What follows belongs to an exercise in optimizing a design on an open flow for small area, a short achievable clock period and few clock cycles per item; a production flow would make more cautious choices.
In this exercise RTL edits were held to simulation tests only and were not proved equivalent to the original.
Power and IR drop assume default switching activity.

`flow/config.mk`:
```
export PLATFORM = sky130hd
export DESIGN_NAME = dxt_block_decoder
export DESIGN_NICKNAME = dxt_block_decoder
export VERILOG_FILES = /design/flow/design.v
export SDC_FILE = /design/flow/constraint.sdc
export NUM_CORES = 4
export LEC_CHECK = 0
export CAP_MARGIN = 20
export CORE_MARGIN = 2
export CORE_UTILIZATION = 40
export SLEW_MARGIN = 20
```
`flow/constraint.sdc`:
```
create_clock -name core_clock -period 12.0 [get_ports {clk}]
set_input_delay 2.4000 -clock core_clock [delete_from_list [all_inputs] [get_ports {clk}]]
set_output_delay 2.4000 -clock core_clock [all_outputs]
set_load 0.01 [all_outputs]
```
`flow/design.v`:
```
module dxt_expand565 (
    input  wire [15:0] c,
    output wire [7:0]  r,
    output wire [7:0]  g,
    output wire [7:0]  b
);
    assign r = {c[15:11], c[15:13]};
    assign g = {c[10:5],  c[10:9]};
    assign b = {c[4:0],   c[4:2]};
endmodule
module dxt_color_palette (
    input  wire [15:0] c0,
    input  wire [15:0] c1,
    input  wire        four_mode,
    output wire [31:0] p0,
    output wire [31:0] p1,
    output wire [31:0] p2,
    output wire [31:0] p3
);
    wire [7:0] r0, g0, b0, r1, g1, b1;
    dxt_expand565 u_e0 (.c(c0), .r(r0), .g(g0), .b(b0));
    dxt_expand565 u_e1 (.c(c1), .r(r1), .g(g1), .b(b1));
    wire [10:0] r2n = 11'd4 * r0 + 11'd2 * r1 + 11'd3;
    wire [10:0] g2n = 11'd4 * g0 + 11'd2 * g1 + 11'd3;
    wire [10:0] b2n = 11'd4 * b0 + 11'd2 * b1 + 11'd3;
    wire [10:0] r3n = 11'd2 * r0 + 11'd4 * r1 + 11'd3;
    wire [10:0] g3n = 11'd2 * g0 + 11'd4 * g1 + 11'd3;
    wire [10:0] b3n = 11'd2 * b0 + 11'd4 * b1 + 11'd3;
    wire [10:0] r2q = r2n / 11'd6;
    wire [10:0] g2q = g2n / 11'd6;
    wire [10:0] b2q = b2n / 11'd6;
    wire [10:0] r3q = r3n / 11'd6;
    wire [10:0] g3q = g3n / 11'd6;
    wire [10:0] b3q = b3n / 11'd6;
    wire [8:0]  r2hn = r0 + r1 + 9'd1;
    wire [8:0]  g2hn = g0 + g1 + 9'd1;
    wire [8:0]  b2hn = b0 + b1 + 9'd1;
    wire [8:0]  r2hq = r2hn / 9'd2;
    wire [8:0]  g2hq = g2hn / 9'd2;
    wire [8:0]  b2hq = b2hn / 9'd2;
    wire [7:0]  r2f = r2q[7:0];
    wire [7:0]  g2f = g2q[7:0];
    wire [7:0]  b2f = b2q[7:0];
    wire [7:0]  r3f = r3q[7:0];
    wire [7:0]  g3f = g3q[7:0];
    wire [7:0]  b3f = b3q[7:0];
    wire [7:0]  r2h = r2hq[7:0];
    wire [7:0]  g2h = g2hq[7:0];
    wire [7:0]  b2h = b2hq[7:0];
    assign p0 = {8'hFF, b0, g0, r0};
    assign p1 = {8'hFF, b1, g1, r1};
    assign p2 = four_mode ? {8'hFF, b2f, g2f, r2f} : {8'hFF, b2h, g2h, r2h};
    assign p3 = four_mode ? {8'hFF, b3f, g3f, r3f} : 32'h0000_0000;
endmodule
module dxt_alpha_palette (
    input  wire [7:0]  a0,
    input  wire [7:0]  a1,
    output wire [63:0] pal
);
    wire eight = a0 > a1;
    wire [11:0] e2n = 12'd12 * a0 + 12'd2  * a1 + 12'd7;
    wire [11:0] e3n = 12'd10 * a0 + 12'd4  * a1 + 12'd7;
    wire [11:0] e4n = 12'd8  * a0 + 12'd6  * a1 + 12'd7;
    wire [11:0] e5n = 12'd6  * a0 + 12'd8  * a1 + 12'd7;
    wire [11:0] e6n = 12'd4  * a0 + 12'd10 * a1 + 12'd7;
    wire [11:0] e7n = 12'd2  * a0 + 12'd12 * a1 + 12'd7;
    wire [11:0] e2q = e2n / 12'd14;
    wire [11:0] e3q = e3n / 12'd14;
    wire [11:0] e4q = e4n / 12'd14;
    wire [11:0] e5q = e5n / 12'd14;
    wire [11:0] e6q = e6n / 12'd14;
    wire [11:0] e7q = e7n / 12'd14;
    wire [11:0] s2n = 12'd8 * a0 + 12'd2 * a1 + 12'd5;
    wire [11:0] s3n = 12'd6 * a0 + 12'd4 * a1 + 12'd5;
    wire [11:0] s4n = 12'd4 * a0 + 12'd6 * a1 + 12'd5;
    wire [11:0] s5n = 12'd2 * a0 + 12'd8 * a1 + 12'd5;
    wire [11:0] s2q = s2n / 12'd10;
    wire [11:0] s3q = s3n / 12'd10;
    wire [11:0] s4q = s4n / 12'd10;
    wire [11:0] s5q = s5n / 12'd10;
    wire [7:0]  e2 = e2q[7:0];
    wire [7:0]  e3 = e3q[7:0];
    wire [7:0]  e4 = e4q[7:0];
    wire [7:0]  e5 = e5q[7:0];
    wire [7:0]  e6 = e6q[7:0];
    wire [7:0]  e7 = e7q[7:0];
    wire [7:0]  s2 = s2q[7:0];
    wire [7:0]  s3 = s3q[7:0];
    wire [7:0]  s4 = s4q[7:0];
    wire [7:0]  s5 = s5q[7:0];
    assign pal[7:0]   = a0;
    assign pal[15:8]  = a1;
    assign pal[23:16] = eight ? e2 : s2;
    assign pal[31:24] = eight ? e3 : s3;
    assign pal[39:32] = eight ? e4 : s4;
    assign pal[47:40] = eight ? e5 : s5;
    assign pal[55:48] = eight ? e6 : 8'd0;
    assign pal[63:56] = eight ? e7 : 8'd255;
endmodule
module dxt_block_decoder (
    input  wire         clk,
    input  wire         rst,         
    input  wire         in_valid,
    output wire         in_ready,
    input  wire         in_fmt,      
    input  wire [127:0] in_data,
    output reg          out_valid,
    input  wire         out_ready,
    output reg  [511:0] out_px
);
    wire [15:0] c0   = in_fmt ? in_data[79:64]  : in_data[15:0];
    wire [15:0] c1   = in_fmt ? in_data[95:80]  : in_data[31:16];
    wire [31:0] csel = in_fmt ? in_data[127:96] : in_data[63:32];
    wire [7:0]  a0   = in_data[7:0];
    wire [7:0]  a1   = in_data[15:8];
    wire [47:0] asel = in_data[63:16];
    wire        four_mode = in_fmt | (c0 > c1);
    wire [31:0] cp [0:3];
    wire [63:0] apal;
    wire [7:0]  ap [0:7];
    dxt_color_palette u_cpal (
        .c0(c0), .c1(c1), .four_mode(four_mode),
        .p0(cp[0]), .p1(cp[1]), .p2(cp[2]), .p3(cp[3])
    );
    dxt_alpha_palette u_apal (.a0(a0), .a1(a1), .pal(apal));
    genvar i;
    generate
        for (i = 0; i < 8; i = i + 1) begin : g_ap
            assign ap[i] = apal[8*i+7:8*i];
        end
    endgenerate
    wire [511:0] px;
    genvar k;
    generate
        for (k = 0; k < 16; k = k + 1) begin : g_px
            wire [1:0]  ci  = csel[2*k+1:2*k];
            wire [2:0]  ai  = asel[3*k+2:3*k];
            wire [31:0] col = cp[ci];
            wire [7:0]  alp = ap[ai];
            assign px[32*k +: 32] = in_fmt ? {alp, col[23:0]} : col;
        end
    endgenerate
    assign in_ready = !out_valid || out_ready;
    always @(posedge clk) begin
        if (rst) begin
            out_valid <= 1'b0;
        end else if (in_ready) begin
            out_valid <= in_valid;
        end
    end
    always @(posedge clk) begin
        if (in_ready && in_valid)
            out_px <= px;
    end
endmodule
```
`flow/run.sh`:
```
#!/bin/bash
# synth_recipe.tcl (not shown) runs the flow's synth.tcl, then flattens the netlist and writes it again
# the make line also repeats each setting of config.mk as NAME=value (left out here)
make -C /OpenROAD-flow-scripts/flow DESIGN_CONFIG=/design/flow/config.mk WORK_HOME=/design/flow/orfs CLKGATE_MAP_FILE= SYNTH_SCRIPT=/design/flow/synth_recipe.tcl finish
```
==> notes.md <==
## through the flow
stage / utilization / hold WS [ps] / setup TNS, ps / cells / cell area [sq um]
6_report: 0.480 / 552 / 0 / 11100 / 79400
5_1_grt: 0.480 / 584 / 0 / 11100 / 79400
4_1_cts: 0.479 / 568 / 0 / 11100 / 79300
3_5_place_dp: 0.465 / 575 / -122 / 10900 / 76900
3_3_place_gp: 0.465 / 548 / -38.5 / 10900 / 76900
2_1_floorplan: - / 593 / 0 / 8364 / 66800
## where the power goes
part | switching [mW] | total (mW) | internal [mW]
Sequential | 0.290 | 2.86 | 2.57
Clock | 0.955 | 2.29 | 1.33
Combinational | 13.2 | 20.7 | 7.47
## registers in the layout, indices dropped and copies added (netlist names)
register	cells
out_valid	1
out_px	512
## cell type report
| cell class | count | area [sq um] | area share |
|---|---|---|---|
| clock buffer | 75 | 1710 | 0.0215 |
| multi-input combinational | 7013 | 48600 | 0.613 |
| timing repair buffer | 1055 | 9520 | 0.120 |
| tap | 2189 | 2740 | 0.0345 |
| inverter | 176 | 661 | 0.00832 |
| clock inverter | 48 | 716 | 0.00901 |
| sequential | 513 | 15400 | 0.194 |
| antenna | 9 | 22.5 | 0.000284 |
## layer usage
layer,up-vias,global-route usage
met2,5203,0.527
met3,995,0.109
li1,33300,-
met5,-,0
met4,24,0.186
met1,36700,0.505
## cells in the mapped netlist, types with 73 or more instances
cell and number:
sky130_fd_sc_hd__a21o_1 80, sky130_fd_sc_hd__mux4_2 187, sky130_fd_sc_hd__o21a_1 89, sky130_fd_sc_hd__xnor2_1 230, sky130_fd_sc_hd__edfxtp_1 512, sky130_fd_sc_hd__o211ai_1 159, sky130_fd_sc_hd__inv_1 158, sky130_fd_sc_hd__o22ai_1 86
sky130_fd_sc_hd__clkbuf_1 573, sky130_fd_sc_hd__mux2i_1 159, sky130_fd_sc_hd__nand2_1 947, sky130_fd_sc_hd__ha_1 281, sky130_fd_sc_hd__a31oi_1 225, sky130_fd_sc_hd__o21ai_0 671, sky130_fd_sc_hd__nand4_1 73, sky130_fd_sc_hd__nand3_1 235
sky130_fd_sc_hd__nor3_1 220, sky130_fd_sc_hd__nor2_1 738, sky130_fd_sc_hd__a211oi_1 147, sky130_fd_sc_hd__a21oi_1 660, sky130_fd_sc_hd__a221oi_1 97
## worst reg2reg max path, stage by stage (launching register included)
cell and delay, ps:
sky130_fd_sc_hd__dfxtp_1 310, sky130_fd_sc_hd__nand2b_1 120, sky130_fd_sc_hd__and2_4 760, sky130_fd_sc_hd__buf_4 860, sky130_fd_sc_hd__buf_4 930
## logic make-up (layout without fill, tap and decap cells)
family	after synthesis	count (layout)
buf+inv	838	1354
fa+ha+maj	315	315
mux	422	422
compound gates	3153	3153
flops	513	513
simple gates	2818	2818
other cells	0	9
xor+xnor	305	305
## how the worst min path moves through the flow
stage	to	cells after the start
floorplan	out_valid	2
finish	out_valid	2
CTS	out_valid	2
global route	out_valid	2
global placement	out_valid	2
detailed placement	out_valid	2
==> results.json <==
{
  "result_of_the_run": "finished clean",
  "die_height_microns": 413,
  "fin_skew_ps": 30.1,
  "cp_max_fo": 15,
  "numClockSinks": 513,
  "synth_warnings": 1,
  "grt_pass1_vias": 68800,
  "fin_max_slew_vios": 0,
  "worstSetupStartpoint": "in_data[9]",
  "wl_per_cell_microns": 29.8,
  "core_area_sq_um": 165000,
  "timing.critical_path.to": "out_px[24]",
  "period_minus_slack_ps": 11540,
  "route.detailed.drc": 0,
  "overflow": 0,
  "syn_area_per_cell_sq_um": 7.99,
  "ctsRootBufferMaster": "sky130_fd_sc_hd__clkbuf_16",
  "least_margin_pin_slew_ps": 1240,
  "holdCritPathClass": "register to register",
  "maximum_number_of_pins_on_one_net_before_global_route_repair": 152,
  "gate_family_responsible_for_the_most_delay_along_the_worst_path": "compound AO/OA/AOI/OAI gates",
  "timing_worst_setup_path_type": "primary input to register",
  "i_o_pin_count": 647,
  "max-clock-path-buffers": 3,
  "part_of_the_yosys_area_used_for_sequential_elements": 0.231,
  "setup-violations-final": 0,
  "synthesis.nets": 8799,
  "rsz0062_at_grt": "false",
  "place_congestion": 1.01,
  "ctsHoldBuffers": 0,
  "ys_seq_elements": 513,
  "cts_tree": "done",
  "synthesis.instances": 8364,
  "fmax_mhz": 86.6,
  "synth_compound_area_frac": 0.320,
  "rows": 149,
  "fin_crit_share": 0.962,
  "yosys.area_share.adder": 0.0609,
  "design.die.area_sq_um": 170000,
  "m1WireLength_microns": 132000,
  "regToRegStartpoint": "out_valid",
  "antenna_found_initial": 32,
  "hold_start": "out_valid",
  "highest-signal-layer": "met5",
  "post-synth-top-area-fraction": 0.230,
  "reg2reg_slack_ps": 8560,
  "final_cell_mix": "947 x sky130_fd_sc_hd__nand2_1, 731 x sky130_fd_sc_hd__nor2_1, 656 x sky130_fd_sc_hd__a21oi_1",
  "ff2ff_path_depth": 4,
  "synth_cell_type_count": 143,
  "ys_top_cells_by_area": "sky130_fd_sc_hd__edfxtp_1 23%, sky130_fd_sc_hd__mux4_2 6.3%, sky130_fd_sc_hd__nand2_1 5.3%, sky130_fd_sc_hd__ha_1 5.3%, sky130_fd_sc_hd__o21ai_0 5.0%",
  "met2_length_microns": 135000,
  "critPathSlowestCell": "sky130_fd_sc_hd__o21ai_0",
  "xor_xnor_share_of_the_synthesized_area": 0.0415,
  "tritoncts.num_buffers": 67,
  "timing.critical_path.required_ps": 12440,
  "crit_path_end_kind": "register",
  "post_synth_mux_area_share": 0.100,
  "p_total_mw": 25.9,
  "nNetsFinal": 9261,
  "route.vias.total": 76200,
  "critPathMostFrequentCell": "sky130_fd_sc_hd__buf_4",
  "synth-simple-area-share": 0.198,
  "arrival_time_at_the_worst_endpoint_ps": 11990,
  "post_cts.repair.setup_buffers": 0,
  "layout-drive-gt1-share": 0.125,
  "start_util": 0.404,
  "die_w_microns": 413,
  "maxSlewHeadroom": 0.174,
  "netlist_area_sq_um": 66800,
  "route.met3.wl_microns": 43500,
  "crit-reg2reg-capture": "out_px[95]",
  "portBuffers": 646,
  "async_set_or_reset_flop_fraction_in_the_synthesized_netlist": 0,
  "commonest_non_fill_non_tap_cell_in_the_layout": "sky130_fd_sc_hd__nand2_1",
  "clk_latency_ps": 710,
  "fill_cells": 15800,
  "worst_vdd_rail_ir_drop_uv": 387,
  "final_hold_viol_count": 0,
  "via_per_inst": 6.88,
  "worstSetupStartpointType": "primary input",
  "grt_pass1_wl_microns": 473000,
  "slowest_delay_ps": 530,
  "reg_clk_slew_reported_paths_ps": 70,
  "clock_tree.htree_level_count": 3,
  "hpwlAfterDp_microns": 244000,
  "routed_wire_length_microns": 331000,
  "detail_route.first_pass.iterations": 8,
  "detail_route.iter0.violations": 11100,
  "p_leak_nw": 28.6,
  "place_worst_setup_slack_ps": -78.7,
  "yosysTopAreaCell": "sky130_fd_sc_hd__edfxtp_1",
  "cap_violations": 0,
  "track_usage": 0.370,
  "ant_nets": 0,
  "ctsResizeCount": 0,
  "postSynth.topFlopCell": "sky130_fd_sc_hd__edfxtp_1",
  "worst_slack_ps": 455,
  "path_buf_inv": 8,
  "cellPowerDensity_nw_per_um2": 326,
  "synth_edf_count": 512,
  "worst-path-stages": 36,
  "flow.area_growth_from_synthesis_pct": 18.9,
  "synth_top_family_by_area": "compound AO/OA/AOI/OAI gates"
}
Testbench counts, summed over its fixed seeds: cycles 3,208, items 3,200.

## separate check: timing with driven ports
In the flow no input, the clock included, has a driving cell. The finished layout below was timed again as built, in two steps. Step 1 sets driving cells, clkbuf_16 on the clock port and buf_2 on the other inputs (assumed; they add their load-dependent delay and slew). Step 2 times the ports against the registers' clock, not the clock port: input delays grow and output delays shrink by t, the midpoint of the rising clock arrivals with the driver on. Slacks: ideal ports / drivers / drivers and shift; pairs: ideal ports / drivers.
t, ns: 0.786
slack for setup (ns): 0.455 / 0.508 / -0.277
latest minus earliest clock arrival (ns): 0.043 / 0.043
worst data-port slew with drivers (ns): 0.21
cell pins on the clock port's net: 1
Met with ideal ports but missed after step 2: setup timing in this run. The setup slack of this run moves by +0.053 ns with the drivers and by -0.732 ns with both steps.
